Source: an optimization exercise on an open RTL-to-GDS flow (aim: small area). Production flows keep margins and buffers that such runs may drop.
Function was checked by simulation only, so behaviour that the tests miss may differ from the original.
Power is estimated from default activity; no workload was simulated.

==> flow/design.v <==
module iot_sae (
    input  wire        clk,
    input  wire        rst,             
    input  wire        FAULT_POLICY,    
    output wire        bus_req,
    input  wire        bus_ack,
    output wire [2:0]  bus_op,
    output wire        bus_cont,
    output wire [7:0]  bus_cmd,
    output wire [63:0] bus_addr,
    input  wire [1:0]  bus_status,
    input  wire [7:0]  bus_rdata,
    input  wire [63:0] bus_raddr,
    output wire        pin_req,
    input  wire        pin_ack,
    output wire        pin_op,
    output wire        pin_level,
    output wire        pin_ch,
    input  wire        pin_err,
    input  wire [9:0]  adc_data,
    output wire        pers_req,
    input  wire        pers_ack,
    output wire [7:0]  pers_sid,
    output wire [1:0]  pers_vkind,
    output wire [38:0] pers_vnum,
    input  wire        pers_err,
    output wire        dly_req,
    input  wire        dly_ack,
    output wire [25:0] dly_us,
    output wire        diag_valid,
    output wire [7:0]  diag_sid,
    output wire [3:0]  diag_kind,
    output wire [3:0]  st,
    output wire [3:0]  ph,
    output wire        fault,
    output wire [3:0]  fault_code,
    output wire [7:0]  fault_sid,
    output wire [7:0]  pidx
);
    localparam [6:0] W_INIT_RESET = 7'h00, W_INIT_ENUM  = 7'h08,
                     W_START_CONV = 7'h18, W_AWAIT_CONV = 7'h20,
                     W_RT_CMD     = 7'h28, W_RT_BYTE    = 7'h29, W_RT_PERSIST = 7'h2B,
                     W_DS_LED_ON  = 7'h30, W_DS_HOLD_RISE = 7'h31, W_DS_SAMPLE = 7'h32,
                     W_DS_HOLD_PULSE = 7'h33, W_DS_LED_OFF = 7'h34, W_DS_HOLD_SETTLE = 7'h35,
                     W_DS_PERSIST = 7'h37,
                     W_HM_SAMPLE  = 7'h38, W_HM_PERSIST = 7'h39,
                     W_SLEEP      = 7'h40,
                     W_FAULT      = 7'h48,
                     W_PRE     = 7'h50, W_IDLE    = 7'h51, W_RT_ASR  = 7'h52, W_HM_FIN = 7'h53,
                     W_DS_CLR  = 7'h60, W_DS_ACC  = 7'h61, W_DS_CONV = 7'h62,
                     W_CONV_LO = 7'h63, W_CONV_HI = 7'h64, W_HM_P1   = 7'h65,
                     W_HM_P2   = 7'h66,
                     W_EV_NODEV = 7'h69, W_EV_INSUF = 7'h6A, W_EV_BUS = 7'h6B,
                     W_EV_PIN   = 7'h6D, W_EV_CRC   = 7'h6E, W_EV_BATCH = 7'h6F,
                     W_EV_PERSP = 7'h78, W_EV_PERSD = 7'h7D, W_EV_PERSH = 7'h7E;
    localparam [31:0] K_HUM_MUL = 32'd31325;        
    localparam [31:0] K_HUM_B   = 32'd132637065;    
    localparam [31:0] K_HUM_DLO = 32'd160141962;    
    localparam [10:0] K_HUM_DHI = 11'd2018;         
    localparam [31:0] K_DUST_X  = 32'd14419;        
    localparam [31:0] K_DUST_C  = 32'd105;          
    localparam [31:0] K_DUST_HI = 32'd1424016;
    reg  [6:0]  w;
    reg         pol;
    reg  [1:0]  pidx_q;
    reg  [4:0]  cnt;
    reg  [1:0]  dph;
    reg  [63:0] a_out, r0, r1, r2;
    reg  [38:0] vnum;
    reg  [9:0]  rr;           
    wire [3:0] s  = w[6:3];
    wire [2:0] p  = w[2:0];
    assign st   = s;
    assign ph   = {1'b0, p};
    assign pidx = {6'd0, pidx_q};
    wire s0 = (s == 4'd0), s1 = (s == 4'd1), s3 = (s == 4'd3), s4 = (s == 4'd4);
    wire s5 = (s == 4'd5), s6 = (s == 4'd6), s7 = (s == 4'd7), s8 = (s == 4'd8);
    wire sA = (s == 4'd10), sC = (s == 4'd12), sD = (s == 4'd13), sF = (s == 4'd15);
    assign fault      = (s == 4'd9);
    assign fault_code = fault ? cnt[3:0] : 4'd0;
    assign fault_sid  = fault ? {5'd0, cnt[4], pidx_q} : 8'd0;
    wire [2:0] psid = {pidx_q == 2'd3, pidx_q[0] ^ pidx_q[1], ~pidx_q[0]};    
    assign diag_valid = s[3] & s[2] & s[0];
    assign diag_kind  = {s[1], p & {3{~s[1]}}};
    wire   ev_p   = s[1] ? (p == 3'd0) : (p == 3'd6);
    wire   ev_z   = ~s[1] & ~p[2];
    wire   ev_6   = p[1] & ~p[0];
    wire [2:0] ev_sid = ev_p ? psid : ev_z ? 3'd0 : {1'b1, ev_6, ~ev_6};
    assign diag_sid   = {5'd0, ev_sid};
    wire call = ~s[3] | s8;
    assign bus_req  = (~s[3] & ~s[2]) | (s5 & ~p[1]);
    assign pin_req  = (s6 | s7) & ~p[0];
    assign pers_req = (s5 & p[1]) | (s6 & p[2] & p[1]) | (s7 & p[0]);
    assign dly_req  = s4 | s8 | (s6 & p[0] & ~(p[2] & p[1]));
    assign bus_op   = {1'b0, s[2] | s[1], s[0] & ~s[1] & (~s[2] | p[0])};
    assign bus_cont = (cnt != 5'd0);
    wire   rcmd     = s[2];
    assign bus_cmd  = {rcmd, ~rcmd, rcmd, rcmd, rcmd, 1'b1, rcmd, 1'b0};
    assign bus_addr = a_out;
    assign pin_op    = s[0] | p[1];
    assign pin_level = ~p[2];
    assign pin_ch    = s[0];
    wire sx = s[1];
    assign pers_sid   = {5'd0, sx ? 1'b1 : psid[2], sx ? s[0] : psid[1], sx ? ~s[0] : psid[0]};
    assign pers_vkind = {s[1], s[0] | ~s[1]};
    assign pers_vnum  = vnum;
    wire d40 = s[2] & ~s[1];
    wire d80 = s[3];
    wire d61 = s[1] & ~p[2] & ~p[1];
    wire d63 = s[1] & p[1];
    wire d65 = s[1] & p[2];
    assign dly_us = {d80, d80, d80, 1'b0, 1'b0, d80, d40, d40, ~s[1], ~s[1], d80, d40,
                     d65, 1'b0, 1'b0, d65 | d80, ~s[1], d61 | d65 | d80, d65, d40 | d65,
                     d63, d61 | d65, d61 | d63, 1'b0, 1'b0, 1'b0};
    function [7:0] crc_byte(input [7:0] c_in);
        reg [7:0] c;
        integer j;
        begin
            c = c_in;
            for (j = 0; j < 8; j = j + 1)
                c = c[0] ? ((c >> 1) ^ 8'h8C) : (c >> 1);
            crc_byte = c;
        end
    endfunction
    wire [7:0] crc_next = crc_byte(rr[7:0] ^ bus_rdata);
    wire swap    = (w == W_IDLE) & (dph == 2'd0);
    wire enum_ok = s1 & bus_ack & (bus_status == 2'd0);
    always @(posedge clk) begin
        r1 <= r0;
        r2 <= r1;
        r0 <= swap ? a_out : r2;
        a_out <= ({64{enum_ok}} & bus_raddr) | ({64{swap}} & r2) | ({64{~(enum_ok | swap)}} & a_out);
    end
    wire [10:0] A    = vnum[38:28];
    wire        c0   = (cnt == 5'd0);
    wire        last = (cnt == 5'd27);
    wire        ack  = bus_ack | pin_ack | pers_ack | dly_ack;
    wire        byte_ack = (w == W_RT_BYTE) & ack;
    wire        pass = sC;    
    reg        op_adda, op_ldb0, keepA, m, cin;
    reg [10:0] addend;
    always @* begin
        op_adda = 1'b0; op_ldb0 = 1'b0;
        keepA = ~c0; m = 1'b0; cin = 1'b0; addend = 11'd0;
        case (w)
            W_RT_BYTE: if (ack) begin
                if (cnt == 5'd0) op_ldb0 = 1'b1;
                if (cnt == 5'd1) begin
                    op_adda = 1'b1; keepA = 1'b0;
                    addend = {{3{bus_rdata[7]}}, bus_rdata};
                end
            end
            W_RT_ASR: keepA = 1'b1;
            W_DS_CLR:  cin = K_DUST_X[cnt];
            W_CONV_HI: cin = K_DUST_HI[cnt];
            W_DS_ACC: begin
                cin = vnum[0];
                addend = c0 ? {1'b0, rr} : {10'd0, cnt == 5'd23};
            end
            W_DS_CONV: begin
                m = vnum[0] & (cnt < 5'd14);
                addend = m ? 11'd125 : 11'd0;
                cin = K_DUST_C[cnt];
            end
            W_HM_P1: begin
                m = K_HUM_MUL[cnt];
                addend = m ? {1'b0, rr} : 11'd0;
                cin = K_HUM_B[cnt];
            end
            W_HM_P2: begin
                m = vnum[0];
                addend = m ? {1'b0, rr} : 11'd0;
                cin = K_HUM_DLO[cnt];
            end
            W_HM_FIN: begin op_adda = 1'b1; keepA = 1'b1; addend = K_HUM_DHI; end
            default: ;
        endcase
    end
    wire op_shift = pass | (w == W_RT_ASR);
    wire [10:0] sum = (keepA ? A : 11'd0) + addend + {10'd0, cin};
    always @(posedge clk) begin
        vnum[38:28] <= ({11{op_shift}} & {keepA & vnum[38], sum[10:1]}) |
                       ({11{op_adda}} & sum) |
                       ({11{~(op_shift | op_adda)}} & vnum[38:28]);
        vnum[27:20] <= ({8{op_shift}} & {sum[0], vnum[27:21]}) |
                       ({8{op_ldb0}} & bus_rdata) |
                       ({8{~(op_shift | op_ldb0)}} & vnum[27:20]);
        if (op_shift)
            vnum[19:0] <= vnum[20:1];
    end
    wire err = ((s0 | s1) & (bus_status != 2'd0)) | (s6 & ~p[1] & ~p[0] & pin_err) | (pers_req & pers_err);
    wire adv_ds = (pidx_q == 2'd3);
    wire [6:0] w_adv = adv_ds ? W_DS_CLR : W_IDLE;
    wire crc_ok = (crc_next == 8'd0);
    reg        go;
    reg [6:0]  nxt;
    always @* begin
        go  = 1'b0;
        nxt = W_FAULT;
        case (w)
            W_PRE:        begin go = 1'b1; nxt = W_INIT_RESET; end
            W_INIT_RESET: begin go = ack; nxt = ~err ? W_INIT_ENUM : bus_status[1] ? W_EV_BUS : W_EV_NODEV; end
            W_INIT_ENUM:  begin go = ack; nxt = ~err ? W_IDLE : c0 ? W_EV_NODEV : W_EV_INSUF; end
            W_IDLE:       begin go = (dph == 2'd0); nxt = (cnt[1] | cnt[0]) ? W_INIT_ENUM : W_START_CONV; end
            W_START_CONV: begin go = ack; nxt = W_AWAIT_CONV; end
            W_AWAIT_CONV: begin go = ack; nxt = W_RT_CMD; end
            W_RT_CMD:     begin go = ack; nxt = W_RT_BYTE; end
            W_RT_BYTE:    begin go = ack & (cnt == 5'd8); nxt = crc_ok ? W_RT_ASR : W_EV_CRC; end
            W_RT_ASR:     begin go = (cnt == 5'd19); nxt = W_RT_PERSIST; end
            W_RT_PERSIST: begin go = ack; nxt = err ? W_EV_PERSP : w_adv; end
            W_DS_CLR:     begin go = last; nxt = W_DS_LED_ON; end
            W_DS_LED_ON:  begin go = ack; nxt = err ? W_EV_PIN : W_DS_HOLD_RISE; end
            W_DS_HOLD_RISE:  begin go = ack; nxt = W_DS_SAMPLE; end
            W_DS_SAMPLE:  begin go = ack; nxt = W_DS_ACC; end
            W_DS_ACC:     begin go = last; nxt = W_DS_HOLD_PULSE; end
            W_DS_HOLD_PULSE: begin go = ack; nxt = W_DS_LED_OFF; end
            W_DS_LED_OFF: begin go = ack; nxt = err ? W_EV_PIN : W_DS_HOLD_SETTLE; end
            W_DS_HOLD_SETTLE: begin
                go = ack;
                nxt = ~vnum[27] ? W_DS_LED_ON : ~vnum[14] ? W_CONV_LO :
                      (vnum[13:0] >= 14'd9493) ? W_CONV_HI : W_DS_CONV;
            end
            W_DS_CONV, W_CONV_LO, W_CONV_HI: begin go = last; nxt = W_DS_PERSIST; end
            W_DS_PERSIST: begin go = ack; nxt = err ? W_EV_PERSD : W_HM_SAMPLE; end
            W_HM_SAMPLE:  begin go = ack; nxt = W_HM_P1; end
            W_HM_P1:      begin go = last; nxt = W_HM_P2; end
            W_HM_P2:      begin go = last; nxt = W_HM_FIN; end
            W_HM_FIN:     begin go = 1'b1; nxt = W_HM_PERSIST; end
            W_HM_PERSIST: begin go = ack; nxt = err ? W_EV_PERSH : W_SLEEP; end
            W_SLEEP:      begin go = ack; nxt = W_IDLE; end
            W_EV_NODEV, W_EV_INSUF, W_EV_BUS: go = 1'b1;
            W_EV_CRC, W_EV_PERSP: begin go = 1'b1; if (pol) nxt = w_adv; end
            W_EV_PIN:     begin go = 1'b1; nxt = W_EV_BATCH; end
            W_EV_BATCH, W_EV_PERSD: begin go = 1'b1; if (pol) nxt = W_HM_SAMPLE; end
            W_EV_PERSH:   begin go = 1'b1; if (pol) nxt = W_SLEEP; end
            default: ;
        endcase
    end
    wire to_fault = diag_valid & (nxt == W_FAULT);
    wire adv = go & ((w == W_RT_PERSIST) | (w == W_EV_CRC) | (w == W_EV_PERSP)) & (nxt != W_FAULT) & (nxt != W_EV_PERSP);
    reg [4:0] cnt_n;
    always @* begin
        if (pass)
            cnt_n = last ? 5'd0 : cnt + 5'd1;
        else if (w == W_RT_ASR)
            cnt_n = cnt + 5'd1;
        else if (ack)
            cnt_n = (s1 | (w == W_RT_BYTE & cnt != 5'd8)) ? cnt + 5'd1 : 5'd0;
        else
            cnt_n = cnt;
        if (to_fault) cnt_n = {ev_sid[2], diag_kind};
    end
    always @(posedge clk) begin
        if (rst) begin
            w      <= W_PRE;
            pol    <= FAULT_POLICY;
            pidx_q <= 2'd0;
            cnt    <= 5'd0;
            dph    <= 2'd0;
        end else begin
            if (go) w <= nxt;
            cnt <= cnt_n;
            if (to_fault)  pidx_q <= ev_sid[1:0];
            else if (adv)  pidx_q <= pidx_q + 2'd1;
            dph    <= swap ? 2'd0 : (dph == 2'd0) ? 2'd2 : dph - 2'd1;
        end
    end
    always @(posedge clk) begin
        if ((w == W_DS_SAMPLE || w == W_HM_SAMPLE) && ack)
            rr <= adc_data;
        else if (w == W_RT_CMD && ack)
            rr[7:0] <= 8'd0;
        else if (byte_ack)
            rr[7:0] <= crc_next;
    end
endmodule
==> flow/flow/run.sh <==
#!/bin/bash
# The standard layout with these changes:
#  - synthesis maps the logic with an area-oriented ABC script (flow/area.abc);
#    everything else in synthesis, registers included, is the standard one
#  - ports are buffered with the smallest buffer cell
#  - clock tree synthesis uses small buffers and inserts no dummy loads
set -euo pipefail
W=$PWD
{
  echo 'proc synth {args} { yosys synth -nofsm -noshare {*}$args }'
  echo "proc abc {args} { set i [lsearch -exact \$args -script]; if {\$i >= 0} { lset args [expr {\$i + 1}] $W/flow/area.abc }; yosys abc {*}\$args }"
  tail -n +2 synth_recipe.tcl
} > my_synth.tcl
sed -e "s#SYNTH_SCRIPT=[^ ]*#SYNTH_SCRIPT=$W/my_synth.tcl#" standard.sh > my_standard.sh
export BUFFER_PORTS_ARGS="-buffer_cell sky130_fd_sc_hd__buf_1"
export CTS_ARGS="-sink_clustering_enable -repair_clock_nets -dont_use_dummy_load -buf_list sky130_fd_sc_hd__clkbuf_4 -root_buf sky130_fd_sc_hd__clkbuf_4 -sink_clustering_size 11 -sink_clustering_max_diameter 40"
bash my_standard.sh > standard.log 2>&1
==> flow/flow/area.abc <==
strash; dc2; strash; dch -f; amap; strash; dch -f; amap; mfs2 -a; strash; dch -f; amap; mfs2 -a; strash; dch -f; amap; topo
==> flow/standard.sh <==
#!/bin/bash
# synth_recipe.tcl (not shown) runs the flow's synth.tcl, then flattens the netlist and writes it again
# the make line also repeats each setting of config.mk as NAME=value (left out here)
make -C /OpenROAD-flow-scripts/flow DESIGN_CONFIG=/design/flow/config.mk WORK_HOME=/design/flow/orfs CLKGATE_MAP_FILE= SYNTH_SCRIPT=/design/flow/synth_recipe.tcl "${@:-finish}"
==> flow/config.mk <==
export PLATFORM = sky130hd
export DESIGN_NAME = iot_sae
export DESIGN_NICKNAME = iot_sae
export VERILOG_FILES = /design/flow/design.v
export SDC_FILE = /design/flow/constraint.sdc
export NUM_CORES = 4
export LEC_CHECK = 0
export CAP_MARGIN = 20
export CORE_MARGIN = 2
export CORE_UTILIZATION = 45
export PLACE_DENSITY = 0.75
export SLEW_MARGIN = 20
==> flow/constraint.sdc <==
create_clock -name core_clock -period 18.0 [get_ports {clk}]
set_input_delay 3.6000 -clock core_clock [delete_from_list [all_inputs] [get_ports {clk}]]
set_output_delay 3.6000 -clock core_clock [all_outputs]
set_load 0.01 [all_outputs]
==> results of run 1 <==
[worst max-delay path: cells and delay by family]
kind,cells,cell delay [ns]
buf+inv,4,0.58
simple gates,7,1.95
compound gates,6,1.68
[how the worst min path moves through the flow]
stage          depth (start not counted)     end  slack, ns
2_1_floorplan                          0   r1[0]       0.31
3_3_place_gp                           0  r2[41]       0.31
3_5_place_dp                           0  r2[36]       0.31
4_1_cts                                0  r2[50]       0.30
5_1_grt                                0  r2[50]       0.31
6_report                               0  r2[50]       0.31
[Yosys cell counts, types with 4 or more instances]
| library cell | n | area share |
|---|---|---|
| a22oi_1 | 6 | 0.0039 |
| a32oi_1 | 4 | 0.0030 |
| a21oi_1 | 22 | 0.0095 |
| a222oi_1 | 69 | 0.060 |
| o21a_1 | 8 | 0.0052 |
| o2111ai_1 | 4 | 0.0030 |
| nand2_1 | 58 | 0.019 |
| nor4_1 | 6 | 0.0032 |
| or3_1 | 4 | 0.0022 |
| buf_4 | 56 | 0.036 |
| nand4_1 | 5 | 0.0027 |
| nand3_1 | 11 | 0.0048 |
| edfxtp_1 | 31 | 0.080 |
| a31oi_1 | 6 | 0.0032 |
| nor2_1 | 123 | 0.040 |
| o22a_1 | 69 | 0.052 |
| o32ai_1 | 4 | 0.0030 |
| ha_1 | 16 | 0.017 |
| nor3_1 | 27 | 0.012 |
| a221oi_1 | 4 | 0.0030 |
| o221ai_1 | 13 | 0.0098 |
| o21bai_1 | 6 | 0.0039 |
| clkinv_1 | 166 | 0.054 |
| o21ai_0 | 54 | 0.023 |
| a21o_1 | 5 | 0.0032 |
| dfxtp_1 | 291 | 0.50 |
| o22ai_1 | 26 | 0.014 |
[power by group through the flow]
| stage | clock, mW | combinational [mW] | sequential (mW) |
|---|---|---|---|
| final | 0.320 | 0.574 | 1.15 |
| after global routing | 0.361 | 0.632 | 1.18 |
| after CTS | 0.334 | 0.574 | 1.15 |
| after detailed placement | 0 | 0.571 | 1.16 |
| after global placement | 0 | 0.563 | 1.15 |
| after floorplan | 0 | 0.374 | 1.16 |
[layout make-up]
class | instances | area (µm²)
flip-flops and latches | 322 | 6760
diodes | 2 | 5.00
clock buffers | 41 | 308
inverters | 166 | 626
well taps | 330 | 413
repair buffers | 270 | 1050
multi-input cells | 617 | 3910
fillers | 2370 | 12200
[state kept, by name (all words and copies together), names as in the netlist]
name,flops
pol,1
cnt,5
vnum,39
dph,2
rr,10
r1,64
a_out,64
r0,64
pidx_q,2
r2,64
w,7
[routing by layer]
metal,GRT usage,share of wire
met4,0.0830,0.032
met2,0.354,0.45
met3,0.0693,0.10
met5,0,0.0010
met1,0.282,0.41
[cell families after synthesis]
kind of cell	after synthesis	share of synthesized area
flops	322	0.583
compound gates	319	0.214
simple gates	247	0.0905
buf+inv	222	0.0901
fa+ha+maj	18	0.0207
other cells	2	0.000648
xor+xnor	1	0.000756
==> impl_metrics.toml, run 1 <==
[status]
outcome = "timing/DRC/antenna clean"

[yosys]
synthArstFlopShare = 0
synth.distinct_cells = 48
ys_dominant_reg_cell = "dfxtp_1"
ys_warn_count = 1
syn_area_um2 = 11600
syn_avg_cell_area_um2 = 10.2
synth_cells = 1131
synth-seq-area-share = 0.583
synth_edf_count = 31
synth-seq-cells = 322

[power]
pwr-share-comb = 0.281
p_seq_frac = 0.563
powerDensity_nw_per_um2 = 156
intPower_mw = 1.35
p_leak_nw = 4.81
ir_worst_vdd_v = 0.000103
p_clk_frac = 0.157
p_total_mw = 2.04
swShare = 0.341
power_switching_mw = 0.698

[grt]
grt_pass1_vias = 9197
grt_start_max_net_pins = 67
track_usage = 0.222
grt-ovfl-total = 0
antenna_found_initial = 3
grt_pass1_wl_um = 48100

[cells_and_area]
fin_area_um2 = 13100
drive_above_1_share = 0.0388
layout_commonest_cell = "dfxtp_1"
nNetsFinal = 1529
fin_util = 0.518
syn_to_final_growth_pct = 12.9
fin_cells = 1748
layout_common_cells = "dfxtp_1 (291), buf_1 (260), clkinv_1 (165)"

[hold_path]
hold_start = "r1[50]"
hold_path.class = "reg2reg"

[critical_path]
startpoint = "bus_rdata[0]"
critPathLaunchType = "input port"
worstPathRequired_ns = 18.48
reg2reg_from = "w[5]"
worst-path-max-fanout = 8
r2r_end = "vnum[37]"
cp-endpoint = "cnt[2]"
cp_slowest_cell = "o21ai_0"
r2r_slack_ns = 11.59
worst_setup_path_end_kind = "flip-flop"
crit_path_max_incr_delay_ns = 0.44
crit_chain = "buf_1 -> clkinv_1 -> o22ai_1 -> clkinv_1 -> o21ai_0 -> o21ai_0 -> o21ai_0 -> nor3b_1 -> a21oi_1 -> or2_0 -> nand3b_1 -> or3_1 -> nor2_1 -> clkinv_1 -> and3_1 -> a222oi_1 -> nor2_1"
worstSetupPathType = "in2reg"
worstPathArrival_ns = 7.82
r2r_cells = 32

[timing]
timing.final.ws_setup_ns = 10.67
hold_slack_ns = 0.309
min_period_ns = 7.33
slew_headroom = 0.182
setup_viol_count_final = 0
max_freq_mhz = 136
slew_violations = 0
grt_setup_unrepaired = "false"
fin_crit_sh = 0.407
fin_worst_skew_ns = 0.0628
finalHoldViolCount = 0
final.setup.tns_ns = 0
worst_pin_slew_ns = 1.21

[drt]
wl_um = 30900
dr.pass1.iters = 8
vias = 9812
viasPerCell = 5.61
drtAntennaViolNets = 0
wl_per_cell_um = 17.7
drc = 0
drt-initial-drc-count = 1012

[floorplanning]
die_y_um = 164
die_x_um = 164
rows = 58
io_pins = 293
dieArea_um2 = 27000
core_area_um2 = 25300
start_util = 0.459

[cts]
clk_latency_ns = 0.63
cts_tree = "done"
clk_path_buf_depth = 3
postCtsSetupBuffers = 0
clkTransAtPathRegs_ns = 0.10
h-tree-depth = 2
cts_buffers = 41
hold_buffers = 0
clock_sinks = 322
cts-root-buf = "clkbuf_4"
cts_resized = 0

[placed_design]
dp_slack_ns = 10.12
hpwl_um = 21900
gp_congestion = 0.952
place_area_um2 = 12800
dp.cells = 1705
place.port_buffers = 260

[flow_run]
max_cap_viol_count = 0
==> run 2, diff against run 1 <==
--- a/flow/design.v
+++ b/flow/design.v
@@ -136,3 +136,3 @@
     wire        last = (cnt == 5'd27);
-    wire        ack  = bus_ack | pin_ack | pers_ack | dly_ack;
+    wire        ack  = (bus_ack & bus_req) | (pin_ack & pin_req) | (pers_ack & pers_req) | (dly_ack & dly_req);
     wire        byte_ack = (w == W_RT_BYTE) & ack;
==> impl_metrics.toml, run 2 <==
[critical_path]
r2r_end = "vnum[37]"
critPathLaunchType = "input port"
worstPathArrival_ns = 8.05
r2r_cells = 34
worstSetupPathType = "in2reg"
r2r_slack_ns = 11.48
path_delay_family = "compound AO/OA/AOI/OAI gates"
worst_setup_path_end_kind = "flip-flop"
worst-path-buf-inv = 4
worstPathRequired_ns = 18.48
worst-path-max-fanout = 11
crit_path_max_incr_delay_ns = 0.77
reg2reg_from = "w[6]"
cp_slowest_cell = "a21oi_1"

[timing]
finalHoldViolCount = 0
worst_pin_slew_ns = 0.916
min_period_ns = 7.57
slew_headroom = 0.389
final.setup.tns_ns = 0
fin_crit_sh = 0.421
setup_viol_count_final = 0
fin_worst_skew_ns = 0.0713
hold_slack_ns = 0.274
grt_setup_unrepaired = "false"
slew_violations = 0
max_freq_mhz = 132

[yosys]
ys_dominant_reg_cell = "dfxtp_1"
synth_xor_area_frac = 0
yosys-top-cells-count = "dfxtp_1 (291), clkinv_1 (148), nor2_1 (115), a222oi_1 (67), o22a_1 (64)"
synth_cells = 1128
synth-seq-area-share = 0.583
syn_area_um2 = 11600
synth-compound-area-share = 0.211
ys_warn_count = 1
synth_fa_ha_area_frac = 0.0207
synthMuxAreaShare = 0
synth_simple_gate_area_frac = 0.101
syn_avg_cell_area_um2 = 10.3
synth_edf_count = 31
post-synth-top-count-cell = "dfxtp_1"
synthArstFlopShare = 0
synth-seq-cells = 322
yosysTopAreaCell = "dfxtp_1"
netlist_top_cells_area = "dfxtp_1 (50%), edfxtp_1 (8.0%), a222oi_1 (5.8%), o22a_1 (4.8%), clkinv_1 (4.8%)"
synth.distinct_cells = 46
synth_top_family_by_area = "compound AO/OA/AOI/OAI gates"
synth_top_area_frac = 0.503

[power]
ir_worst_vdd_v = 0.000108
pwr-share-comb = 0.300
swShare = 0.355
power_switching_mw = 0.766
intPower_mw = 1.39
p_seq_frac = 0.550
p_leak_nw = 4.79
p_clk_frac = 0.150
powerDensity_nw_per_um2 = 165

[placed_design]
place_area_um2 = 12700
gp_congestion = 0.929
place.port_buffers = 260
dp.cells = 1699
hpwl_um = 21300

[drt]
dr.pass1.iters = 6
drt-initial-drc-count = 1038
vias = 9609
wl_um = 30000
viasPerCell = 5.51
wl_per_cell_um = 17.2
drc = 0
drtAntennaViolNets = 0

[flow_run]
max_cap_viol_count = 0

[cells_and_area]
nNetsFinal = 1524
layout_commonest_cell = "dfxtp_1"
syn_to_final_growth_pct = 12.8
layout_common_cells = "dfxtp_1 (291), buf_1 (260), clkinv_1 (147)"
fillers = 2349
fin_util = 0.517
fin_cells = 1745
drive_above_1_share = 0.0383
fin_area_um2 = 13100

[status]
outcome = "timing/DRC/antenna clean"

[floorplanning]
rows = 58
io_pins = 293
core_area_um2 = 25300
die_x_um = 164
start_util = 0.459
die_y_um = 164
dieArea_um2 = 27100

[grt]
grt_pass1_vias = 9134
grt_start_max_net_pins = 107
track_usage = 0.215
grt_pass1_wl_um = 47000
grt-ovfl-total = 0
antenna_found_initial = 2

[hold_path]
hold_start = "r0[26]"
hold_path.class = "reg2reg"
hold_depth = 0
hold_end = "r1[26]"

[cts]
postCtsSetupBuffers = 0
clk_latency_ns = 0.63
cts_tree = "done"
clk_path_buf_depth = 3
h-tree-depth = 2
cts-root-buf = "clkbuf_4"
clkTransAtPathRegs_ns = 0.11
clock_sinks = 322
hold_buffers = 0
cts_resized = 0
cts_buffers = 42
## run 2: changes by cell type after synthesis, moves of 4 or more
cell,before,now
o21bai_1,6,2
a21oi_1,22,31
clkinv_1,166,148
o2111ai_1,4,0
o22a_1,69,64
nor2b_1,3,17
nor2_1,123,115
## run 2: kinds of logic (layout without fill, tap and decap cells)
family | after synthesis | count (layout)
flops | 322 | 322
buf+inv | 204 | 457
simple gates | 263 | 263
compound gates | 319 | 319
fa+ha+maj | 18 | 18
other cells | 2 | 36
## run 2: how the worst max path moves through the flow
stage                       start       end  slack (ns)  cells after the start
after CTS                 bus_ack  vnum[38]       10.52                     26
final                     bus_ack  vnum[37]       10.43                     25
after global placement    bus_ack  vnum[38]       10.06                     26
after global routing      bus_ack  vnum[38]        9.89                     26
after detailed placement  bus_ack  vnum[38]        9.84                     26
after floorplan              w[2]  a_out[0]       10.23                      8
## run 2: power groups by stage
| stage | clock [mW] | sequential (mW) | combinational, mW |
|---|---|---|---|
| 3_3_place_gp | 0 | 1.18 | 0.636 |
| 3_5_place_dp | 0 | 1.20 | 0.643 |
| 2_1_floorplan | 0 | 1.20 | 0.419 |
| 4_1_cts | 0.339 | 1.19 | 0.646 |
| 6_report | 0.325 | 1.19 | 0.647 |
| 5_1_grt | 0.365 | 1.22 | 0.712 |
## run 2: per-stage QoR
stage	power, mW	setup slack (ns)
after detailed placement	1.84	9.84
after CTS	2.17	10.52
after global placement	1.82	10.06
final	2.16	10.43
after global routing	2.30	9.89
after floorplan	1.61	10.23
## run 2: layout make-up
cell class	instances	area [µm²]	share of cell area
inverter	148	558	0.0427
antenna	4	10.0	0.000766
tap	330	413	0.0316
timing repair buffer	267	1030	0.0788
multi-input combinational	632	3990	0.305
sequential	322	6760	0.517
clock buffer	42	315	0.0241
## run 2: worst register-to-register path, delay by kind of cell (launching register included)
kind | cells | cell delay, ns
simple gates | 14 | 2.27
compound gates | 11 | 1.64
buf+inv | 7 | 1.25
fa+ha+maj | 2 | 0.69
flops | 1 | 0.49
## run 2: layer usage
metal | part of all wire | vias to the layer above | GRT usage | wire length, µm
met4 | 0.030 | 0 | 0.0715 | 889
li1 | - | 4613 | - | -
met3 | 0.10 | 78 | 0.0733 | 3150
met1 | 0.41 | 4487 | 0.272 | 12500
met5 | 0 | - | 0 | 0
met2 | 0.45 | 431 | 0.345 | 13500
==> run 3, diff against run 2 <==
==> flow/flow/area.abc (replaced) <==
strash; dc2; &get -n; &deepsyn -T 60; &put; strash; dch -f; amap; mfs2 -a; strash; dch -f; amap; topo
==> impl_metrics.toml, run 3 <==
[status]
outcome = "timing/DRC/antenna clean"

[critical_path]
worstSetupPathType = "in2reg"
worstPathArrival_ns = 8.15
worstPathRequired_ns = 18.47
worst_setup_path_end_kind = "flip-flop"
reg2reg_from = "w[2]"
r2r_end = "vnum[38]"
critPathLaunchType = "input port"
worst-path-max-fanout = 11
r2r_slack_ns = 10.77
r2r_cells = 31

[cts]
clkTransAtPathRegs_ns = 0.10
hold_buffers = 0
cts_buffers = 41
postCtsSetupBuffers = 0
clk_latency_ns = 0.64
cts_resized = 0
clock_sinks = 322
cts_tree = "done"
h-tree-depth = 2
cts-root-buf = "clkbuf_4"
clk_path_buf_depth = 3

[hold_path]
hold_start = "r0[37]"
hold_depth = 0
hold_end = "r1[37]"
hold_path.class = "reg2reg"

[drt]
dr.pass1.iters = 9
wl_per_cell_um = 16.4
drt-initial-drc-count = 731
vias = 9501
drc = 0
viasPerCell = 5.37
wl_um = 29100
drtAntennaViolNets = 0

[floorplanning]
rows = 58
die_y_um = 164
io_pins = 293
core_area_um2 = 25100
die_x_um = 164
dieArea_um2 = 26800
start_util = 0.456

[grt]
gr-usage-met3 = 0.0604
grt_start_max_net_pins = 114
grt_pass1_vias = 8988
use_met2 = 0.339
busiest_layer = "met2"
antenna_found_initial = 3
grt-ovfl-total = 0
grt_pass1_wl_um = 45600
track_usage = 0.211
grt_util_met1 = 0.273

[power]
p_leak_nw = 4.75
p_total_mw = 1.86
powerDensity_nw_per_um2 = 144
ir_worst_vdd_v = 0.0000849

[timing]
setup_viol_count_final = 0
grt_setup_unrepaired = "false"
final.setup.tns_ns = 0
slew_headroom = 0.279
worst_pin_slew_ns = 1.07
max_freq_mhz = 130
finalHoldViolCount = 0
hold_slack_ns = 0.257
min_period_ns = 7.68
slew_violations = 0
fin_crit_sh = 0.427
fin_worst_skew_ns = 0.0747

[placed_design]
hpwl_um = 20600
place_area_um2 = 12600
gp_congestion = 0.931
place.port_buffers = 260

[cells_and_area]
drive_above_1_share = 0.0368
fin_util = 0.515
syn_to_final_growth_pct = 12.9
layout_commonest_cell = "dfxtp_1"
layout_common_cells = "dfxtp_1 (291), buf_1 (260), clkinv_1 (138)"
nNetsFinal = 1552
fin_area_um2 = 12900

[yosys]
yosys-top-cells-count = "dfxtp_1 (291), clkinv_1 (138), nor2_1 (122), o21ai_0 (117), nand2_1 (95)"
ys_warn_count = 1
syn_area_um2 = 11500
synthArstFlopShare = 0
synth-seq-cells = 322
synth.distinct_cells = 45
synth_top_area_frac = 0.508
netlist_top_cells_area = "dfxtp_1 (51%), edfxtp_1 (8.1%), o21ai_0 (5.1%), clkinv_1 (4.5%), nor2_1 (4.0%)"
ys_dominant_reg_cell = "dfxtp_1"
syn_avg_cell_area_um2 = 9.91
synth_cells = 1156
post-synth-top-count-cell = "dfxtp_1"
synth-seq-area-share = 0.590
synth_edf_count = 31
yosysTopAreaCell = "dfxtp_1"

[flow_run]
max_cap_viol_count = 0
-- run 3: power by group --
group	leakage, nW	switching (mW)	internal, mW
clock network	0.189	0.210	0.105
logic	1.88	0.333	0.169
registers	2.68	0.106	0.937
-- run 3: cell families (layout without fill, tap and decap cells) --
kind of cell,after synthesis,count (layout),share of synthesized area
adders and majority gates,18,18,0.0210
AOI/OAI and AO/OA,336,336,0.202
DFF,322,322,0.590
buffers and inverters,194,447,0.0819
xor gates and xnor gates,1,1,0.000764
other,2,33,0.000655
and+or+nand+nor,283,283,0.104
-- run 3: area by class of cell --
cell class | count | area (µm²)
fillers | 2383 | 12200
flip-flops and latches | 322 | 6760
multi-input cells | 670 | 3900
repair buffers | 268 | 1040
inverters | 138 | 518
well taps | 330 | 413
clock buffers | 41 | 308
diodes | 1 | 2.50
-- run 3: worst max-delay path by stage --
stage,end,from,cells past startpoint
after global routing,vnum[38],bus_ack,28
after floorplan,a_out[0],bus_status[1],5
after detailed placement,vnum[38],bus_ack,28
after global placement,vnum[38],bus_ack,28
final,vnum[38],bus_ack,28
after CTS,vnum[38],bus_ack,28
-- run 3: layer usage --
metal,share of wire,vias to the layer above
li1,-,4583
met1,0.43,4391
met2,0.45,457
met3,0.099,68
met4,0.025,2
met5,0.00045,-
-- run 3: stage by stage --
step	setup slack, ns	cells
finish	10.32	1770
global route	9.75	1770
CTS	10.39	1769
detailed placement	9.75	1728
global placement	9.94	1728
floorplan	5.48	1186
-- run 3: critical path: stages --
cell and delay (ns):
buf_1 0.12, a22o_1 0.14, a221oi_1 0.05, buf_4 0.18, nor2_1 0.15, nand4_1 0.28, a21oi_1 0.79, nor2b_1 0.15
fa_1 0.46, clkinv_1 0.07, fa_1 0.18, clkinv_1 0.08, a21oi_1 0.14, o21bai_1 0.10, nand2_1 0.09, nand2b_1 0.05
a21o_1 0.18, nand2_1 0.07, nand2b_1 0.06, a21o_1 0.18, nand2_1 0.07, nand2b_1 0.05, a21oi_1 0.17, nand2_1 0.06
o21ai_0 0.13, o21ai_0 0.15, a222oi_1 0.29, clkinv_1 0.10
==> run 4, diff against run 3 <==
--- a/flow/design.v
+++ b/flow/design.v
@@ -136,3 +136,3 @@
     wire        last = (cnt == 5'd27);
-    wire        ack  = (bus_ack & bus_req) | (pin_ack & pin_req) | (pers_ack & pers_req) | (dly_ack & dly_req);
+    wire        ack  = bus_ack | pin_ack | pers_ack | dly_ack;
     wire        byte_ack = (w == W_RT_BYTE) & ack;
--- a/flow/flow/run.sh
+++ b/flow/flow/run.sh
@@ -15,3 +15,3 @@
 export BUFFER_PORTS_ARGS="-buffer_cell sky130_fd_sc_hd__buf_1"
-export CTS_ARGS="-sink_clustering_enable -repair_clock_nets -dont_use_dummy_load -buf_list sky130_fd_sc_hd__clkbuf_4 -root_buf sky130_fd_sc_hd__clkbuf_4 -sink_clustering_size 11 -sink_clustering_max_diameter 40"
+export CTS_ARGS="-sink_clustering_enable -repair_clock_nets -dont_use_dummy_load -buf_list sky130_fd_sc_hd__clkbuf_8 -root_buf sky130_fd_sc_hd__clkbuf_8 -sink_clustering_size 20 -sink_clustering_max_diameter 35"
 bash my_standard.sh > standard.log 2>&1
==> flow/flow/area.abc (replaced) <==
strash; dc2; strash; dch -f; amap; strash; dch -f; amap; mfs2 -a; strash; dch -f; amap; mfs2 -a; strash; dch -f; amap; topo
==> impl_metrics.toml, run 4 <==
[grt]
grt_start_max_net_pins = 67
grt_pass1_wl_um = 48200
busiest_layer = "met2"
grt-ovfl-total = 0
grt_util_met1 = 0.283
use_met2 = 0.358
track_usage = 0.222
gr-usage-met3 = 0.0648
antenna_found_initial = 1
grt_pass1_vias = 9219

[cells_and_area]
syn_to_final_growth_pct = 15.1
antennaDiodeCount = 0
drive_above_1_share = 0.0395
fin_cells = 1747
layout_commonest_cell = "dfxtp_1"
layout_common_cells = "dfxtp_1 (291), buf_1 (260), clkinv_1 (165)"
nNetsFinal = 1530

[critical_path]
crit_chain = "buf_1 -> clkinv_1 -> o22ai_1 -> clkinv_1 -> o21ai_0 -> o21ai_0 -> o21ai_0 -> nor3b_1 -> a21oi_1 -> or2_0 -> nand3b_1 -> or3_1 -> nor2_1 -> clkinv_1 -> and3_1 -> a222oi_1 -> nor2_1"
crit_path_max_incr_delay_ns = 0.44
critPathLaunchType = "input port"
worst-path-buf-inv = 4
worstPathRequired_ns = 18.35
worst-path-max-fanout = 8
worstPathArrival_ns = 7.82
path_delay_family = "simple AND/OR/NAND/NOR gates"
cp_slowest_cell = "o21ai_0"
worstSetupPathType = "in2reg"
worst_setup_path_end_kind = "flip-flop"

[drt]
wl_per_cell_um = 17.7
wl_um = 30900
drtAntennaViolNets = 0
vias = 9729
dr.pass1.iters = 6
drc = 0
viasPerCell = 5.57
drt-initial-drc-count = 991

[timing]
finalHoldViolCount = 0
fin_crit_sh = 0.415
max_freq_mhz = 134
slew_headroom = 0.251
grt_setup_unrepaired = "false"
hold_slack_ns = 0.297
fin_worst_skew_ns = 0.102
slew_violations = 0
worst_pin_slew_ns = 1.11
min_period_ns = 7.47
setup_viol_count_final = 0
final.setup.tns_ns = 0

[floorplanning]
io_pins = 293
start_util = 0.459
die_y_um = 164
core_area_um2 = 25300
dieArea_um2 = 27000
die_x_um = 164
rows = 58

[cts]
clock_sinks = 322
cts-root-buf = "clkbuf_8"
cts_buffers = 42
postCtsSetupBuffers = 0
cts_resized = 0
clkTransAtPathRegs_ns = 0.09
hold_buffers = 0
h-tree-depth = 2
cts_tree = "done"
clk_latency_ns = 0.58
clk_path_buf_depth = 3

[yosys]
yosys-top-cells-count = "dfxtp_1 (291), clkinv_1 (166), nor2_1 (123), a222oi_1 (69), o22a_1 (69)"
post-synth-top-count-cell = "dfxtp_1"
synth-seq-cells = 322
synth_edf_count = 31
yosysTopAreaCell = "dfxtp_1"
synth-seq-area-share = 0.583
ys_dominant_reg_cell = "dfxtp_1"
netlist_top_cells_area = "dfxtp_1 (50%), edfxtp_1 (8.0%), a222oi_1 (6.0%), clkinv_1 (5.4%), o22a_1 (5.2%)"
syn_area_um2 = 11600
synthArstFlopShare = 0
synth_cells = 1131
synth_top_area_frac = 0.503
synth.distinct_cells = 48
ys_warn_count = 1
syn_avg_cell_area_um2 = 10.2

[placed_design]
gp_congestion = 0.952
hpwl_um = 21900
place.port_buffers = 260
dp.cells = 1705

[power]
p_leak_nw = 4.92
ir_worst_vdd_v = 0.000110
powerDensity_nw_per_um2 = 162

[hold_path]
hold_path.class = "reg2reg"

[status]
outcome = "timing/DRC/antenna clean"

[flow_run]
max_cap_viol_count = 0
## run 4: changes by cell type after synthesis, sizes merged, moves of 9 or more
| cell | previous run | this run |
|---|---|---|
| nand3 | 2 | 11 |
| a222oi | 38 | 69 |
| clkinv | 138 | 166 |
| a22oi | 39 | 6 |
| a22o | 32 | 0 |
| nand2 | 95 | 58 |
| o22a | 0 | 69 |
| a21oi | 38 | 22 |
| o21ai | 117 | 54 |
| o22ai | 9 | 26 |
## run 4: report_power, final
group | leakage [nW] | switching, mW | total [mW] | internal (mW)
logic | 1.91 | 0.339 | 0.573 | 0.234
clock network | 0.302 | 0.228 | 0.434 | 0.206
registers | 2.70 | 0.143 | 1.15 | 1.01
## run 4: worst reg2reg max path, delay by kind of cell (launching register included)
kind,cells,cell delay (ns)
simple gates,15,2.50
compound gates,10,1.75
buf+inv,5,0.86
fa+ha+maj,2,0.71
flops,1,0.45
## run 4: cell families (layout without fill, tap and decap cells)
kind of cell | Yosys count | count (layout) | share of synthesized area
AOI/OAI and AO/OA | 319 | 319 | 0.214
adders and majority gates | 18 | 18 | 0.0207
other | 2 | 32 | 0.000648
buffers and inverters | 222 | 478 | 0.0901
and+or+nand+nor | 247 | 247 | 0.0905
xor gates and xnor gates | 1 | 1 | 0.000756
DFF | 322 | 322 | 0.583
## run 4: path summary, 6_finish.rpt
path / start / endpoint / slack [ns] / cells past startpoint
max: bus_rdata[0] / cnt[2] / 10.53 / 17
min: r0[16] / r1[16] / 0.30 / 0
max reg2reg: w[5] / vnum[37] / 11.59 / 32
min reg2reg: r0[16] / r1[16] / 0.30 / 0
## run 4: layout make-up
type | count | area [µm²]
fill | 2333 | 11900
sequential | 322 | 6760
multi-input combinational | 617 | 3910
timing repair buffer | 270 | 1050
inverter | 166 | 626
clock buffer | 42 | 578
tap | 330 | 413
## run 4: metal layers
metal | routed length, µm | share of wire
met5 | 13 | 0.00042
met3 | 2870 | 0.093
met2 | 14100 | 0.46
met4 | 882 | 0.029
met1 | 13000 | 0.42
## run 4: per-stage QoR
step                      total power, mW  setup WS [ns]  area [µm²]   util
after floorplan                      1.53           9.73       11700      -
after global placement               1.71          10.34       12800  0.505
after detailed placement             1.73          10.12       12800  0.505
after CTS                            2.17          10.61       13300  0.528
after global routing                 2.29           9.99       13300  0.528
final                                2.16          10.53       13300  0.528
==> run 5, diff against run 4 <==
--- a/flow/design.v
+++ b/flow/design.v
@@ -136,3 +136,3 @@
     wire        last = (cnt == 5'd27);
-    wire        ack  = bus_ack | pin_ack | pers_ack | dly_ack;
+    wire        ack  = (bus_ack & bus_req) | (pin_ack & pin_req) | (pers_ack & pers_req) | (dly_ack & dly_req);
     wire        byte_ack = (w == W_RT_BYTE) & ack;
==> flow/run.sh (new file) <==
#!/bin/bash
# synth_recipe.tcl (not shown) runs the flow's synth.tcl, then flattens the netlist and writes it again
# the make line also repeats each setting of config.mk as NAME=value (left out here)
make -C /OpenROAD-flow-scripts/flow DESIGN_CONFIG=/design/flow/config.mk WORK_HOME=/design/flow/orfs CLKGATE_MAP_FILE= SYNTH_SCRIPT=/design/flow/synth_recipe.tcl finish
--- a/flow/config.mk
+++ b/flow/config.mk
@@ -10,2 +10,5 @@
 export CORE_UTILIZATION = 45
+export CTS_BUF_LIST = sky130_fd_sc_hd__clkbuf_4
+export CTS_CLUSTER_DIAMETER = 40
+export CTS_CLUSTER_SIZE = 11
 export PLACE_DENSITY = 0.75
removed: flow/flow/run.sh
removed: flow/flow/area.abc
removed: flow/standard.sh
==> impl_metrics.toml, run 5 <==
[status]
outcome = "timing/DRC/antenna clean"

[drt]
drc = 0
drt-initial-drc-count = 838
vias = 9951
wl_per_cell_um = 17.3
wl_um = 32400
viasPerCell = 5.33
dr.pass1.iters = 6
drtAntennaViolNets = 0

[placed_design]
place.port_buffers = 260
gp_congestion = 0.947
hpwl_um = 22200

[critical_path]
r2r_end = "vnum[37]"
r2r_slack_ns = 12.55
crit_chain = "clkdlybuf4s50_1 -> a222oi_1 -> a211oi_1 -> buf_4 -> o21ai_0 -> nand2_1 -> inv_1 -> ha_1 -> a21o_1 -> a21oi_1 -> nor2b_1 -> o21a_1 -> o41ai_1 -> o21ai_0 -> xnor2_1 -> o221ai_1"
cp_slowest_cell = "a222oi_1"
reg2reg_from = "w[4]"
worstSetupPathType = "in2reg"
r2r_cells = 22
worst-path-buf-inv = 3
crit_path_max_incr_delay_ns = 0.58
path_delay_family = "compound AO/OA/AOI/OAI gates"
worst_setup_path_end_kind = "flip-flop"
worstPathRequired_ns = 18.49
worstPathArrival_ns = 7.67
critical_path.most_common_cell = "o21ai_0"
critPathLaunchType = "input port"
worst-path-max-fanout = 11

[flow_run]
max_cap_viol_count = 0

[floorplanning]
core_area_um2 = 27700
io_pins = 293
start_util = 0.456
rows = 61
die_y_um = 172
die_x_um = 172
dieArea_um2 = 29400

[cts]
clkTransAtPathRegs_ns = 0.11
cts-root-buf = "clkbuf_4"
postCtsSetupBuffers = 0
cts_buffers = 42
clock_sinks = 322
h-tree-depth = 2
hold_buffers = 0
cts_resized = 0
cts_tree = "done"
clk_path_buf_depth = 3
clk_latency_ns = 0.67

[grt]
grt_pass1_vias = 9630
grt-ovfl-total = 0
grt_util_met1 = 0.257
busiest_layer = "met2"
grt_start_max_net_pins = 80
track_usage = 0.213
gr-usage-met3 = 0.0824
antenna_found_initial = 2
use_met2 = 0.342
grt_pass1_wl_um = 50200

[yosys]
synth-compound-area-share = 0.145
synth-seq-cells = 322
synth.distinct_cells = 85
synth_top_family_by_area = "simple AND/OR/NAND/NOR gates"
synthArstFlopShare = 0
ys_warn_count = 1
syn_area_um2 = 12600
yosysTopAreaCell = "dfxtp_1"
synth_top_area_frac = 0.461
synth_xor_area_frac = 0.0257
synth_simple_gate_area_frac = 0.149
yosys-top-cells-count = "dfxtp_1 (291), nand2_1 (189), a22oi_1 (75), mux2_2 (65), nor2_1 (59)"
synth_edf_count = 31
netlist_top_cells_area = "dfxtp_1 (46%), edfxtp_1 (7.4%), mux2_2 (5.8%), nand2_1 (5.6%), a22oi_1 (4.5%)"
synth-seq-area-share = 0.535
ys_dominant_reg_cell = "dfxtp_1"
synth_fa_ha_area_frac = 0.0190
synth_cells = 1241
syn_avg_cell_area_um2 = 10.2
synthMuxAreaShare = 0.0629
post-synth-top-count-cell = "dfxtp_1"

[timing]
max_freq_mhz = 139
final.setup.tns_ns = 0
slew_violations = 0
setup_viol_count_final = 0
fin_crit_sh = 0.399
worst_pin_slew_ns = 1.08
finalHoldViolCount = 0
fin_worst_skew_ns = 0.0404
grt_setup_unrepaired = "false"
slew_headroom = 0.272
min_period_ns = 7.18

[cells_and_area]
layout_commonest_cell = "dfxtp_1"
fillers = 2429
nNetsFinal = 1578
drive_above_1_share = 0.115
layout_common_cells = "dfxtp_1 (291), clkdlybuf4s50_1 (260), nand2_1 (189)"
syn_to_final_growth_pct = 25.6

[power]
powerDensity_nw_per_um2 = 118
p_clk_frac = 0.244
p_leak_nw = 6.37
pwr-share-comb = 0.282
swShare = 0.312
power_switching_mw = 0.584
p_total_mw = 1.87
intPower_mw = 1.29
p_seq_frac = 0.474
ir_worst_vdd_v = 0.0000814

[hold_path]
hold_end = "r2[35]"
hold_depth = 0
hold_start = "r1[35]"
hold_path.class = "reg2reg"
[run 5: cell count changes in the layout (fill, tap and decap cells not counted), sizes merged, moves of 63 or more]
cell and delta:
clkdlybuf4s50 +260, buf -255, clkinv -155, nand2 +131, a22oi +69, o22a -69, a222oi -67, mux2 +65
nor2 -63
[run 5: routing by layer]
metal	share of wire	wire, µm	vias to the layer above
met1	0.40	13000	4689
met5	0	0	-
met2	0.46	14800	410
met3	0.11	3510	80
li1	-	-	4772
met4	0.034	1100	0
[run 5: cells by family (layout without fill, tap and decap cells)]
kind of cell / count (synthesis) / count (layout)
buffers and inverters: 147 / 364
multiplexers: 70 / 70
adder cells (fa/ha/maj): 18 / 18
XOR/XNOR: 37 / 37
other: 2 / 34
AO/OA/AOI/OAI: 254 / 254
AND/OR/NAND/NOR: 391 / 391
flip-flops: 322 / 322
[run 5: layout make-up]
type	count	area (µm²)	share of cell area
multi-input cells	802	5220	0.329
diodes	2	5.00	0.000315
clock buffers	43	323	0.0203
well taps	378	473	0.0298
clock inverters	22	283	0.0178
inverters	23	86.3	0.00544
flip-flops and latches	322	6760	0.426
repair buffers	276	2720	0.171
[run 5: worst max path at each step]
stage,startpoint,endpoint,slack [ns],depth (start not counted)
finish,pers_ack,vnum[36],10.82,16
global route,pers_ack,vnum[36],10.60,16
CTS,pers_ack,vnum[36],10.60,16
detailed placement,pers_ack,vnum[36],9.89,16
global placement,pers_ack,vnum[36],10.05,16
floorplan,pers_ack,vnum[37],11.22,16
[run 5: stage by stage]
stage | area (µm²) | setup slack (ns) | cells | util | hold WS, ns
after global placement | 15200 | 10.05 | 1800 | 0.550 | 0.310
after detailed placement | 15200 | 9.89 | 1800 | 0.550 | 0.312
after floorplan | 12700 | 11.22 | 1271 | - | 0.310
final | 15900 | 10.82 | 1868 | 0.573 | 0.308
after CTS | 15900 | 10.60 | 1865 | 0.572 | 0.321
after global routing | 15900 | 10.60 | 1867 | 0.573 | 0.326
[run 5: power by group through the flow]
stage / Combinational (mW) / Clock [mW] / Sequential (mW)
floorplan: 0.272 / 0 / 0.912
global placement: 0.519 / 0 / 0.897
detailed placement: 0.524 / 0 / 0.903
CTS: 0.527 / 0.477 / 0.888
global route: 0.571 / 0.507 / 0.901
finish: 0.527 / 0.458 / 0.887
[run 5: worst register-to-register path, cell delays in order (launching register included)]
cell,delay (ns)
dfxtp_1,0.45
buf_4,0.29
nand4bb_1,0.51
nor2_1,0.52
nand2_1,0.13
a21oi_1,0.17
nor2_1,0.06
o221ai_1,0.19
o2111ai_1,0.18
a221o_1,0.33
o21ai_0,0.44
fa_1,0.30
inv_1,0.06
fa_1,0.39
nor2b_1,0.12
o21ai_0,0.08
nand2b_1,0.12
a21o_1,0.12
a21o_1,0.14
a31oi_1,0.13
o21ai_0,0.24
xnor2_1,0.18
o221ai_1,0.15

[static timing again, ports no longer ideal]
Ports are ideal in the flow. The routed layouts listed here were re-timed in OpenROAD. Step 1: set_driving_cell puts a clkbuf_16 on clk and a buf_2 on each other input, an assumption about the parent block. Step 2 moves the port delays by t, midway between the first and last clock arrival at a register: inputs arrive t later, outputs are due t later. That takes back most of the time a late clock gives input paths. a / b / c = ideal / step 1 / step 2; a / b = the first two.
run	shift t [ns]	setup WS [ns]	worst hold slack (ns)	worst setup path after step 2	worst slew at a driven data input, ns
run 1	0.652	10.669 / 10.672 / 10.020	0.309 / 0.309 / 0.309	input to register	0.07
run 2	0.657	10.425 / 10.439 / 9.782	0.274 / 0.274 / 0.274	input to register	0.06
run 3	0.637	10.316 / 10.327 / 9.690	0.257 / 0.257 / 0.257	input to register	0.06
run 4	0.567	10.527 / 10.526 / 9.959	0.297 / 0.297 / 0.297	input to register	0.07
run 5	0.694	10.825 / 10.842 / 10.148	0.308 / 0.308 / 0.308	input to register	0.08
After both steps setup and hold are still met in every run listed. For run 5, which loses most, drivers alone change the setup slack by +0.017 ns; drivers and shift together by -0.677 ns.
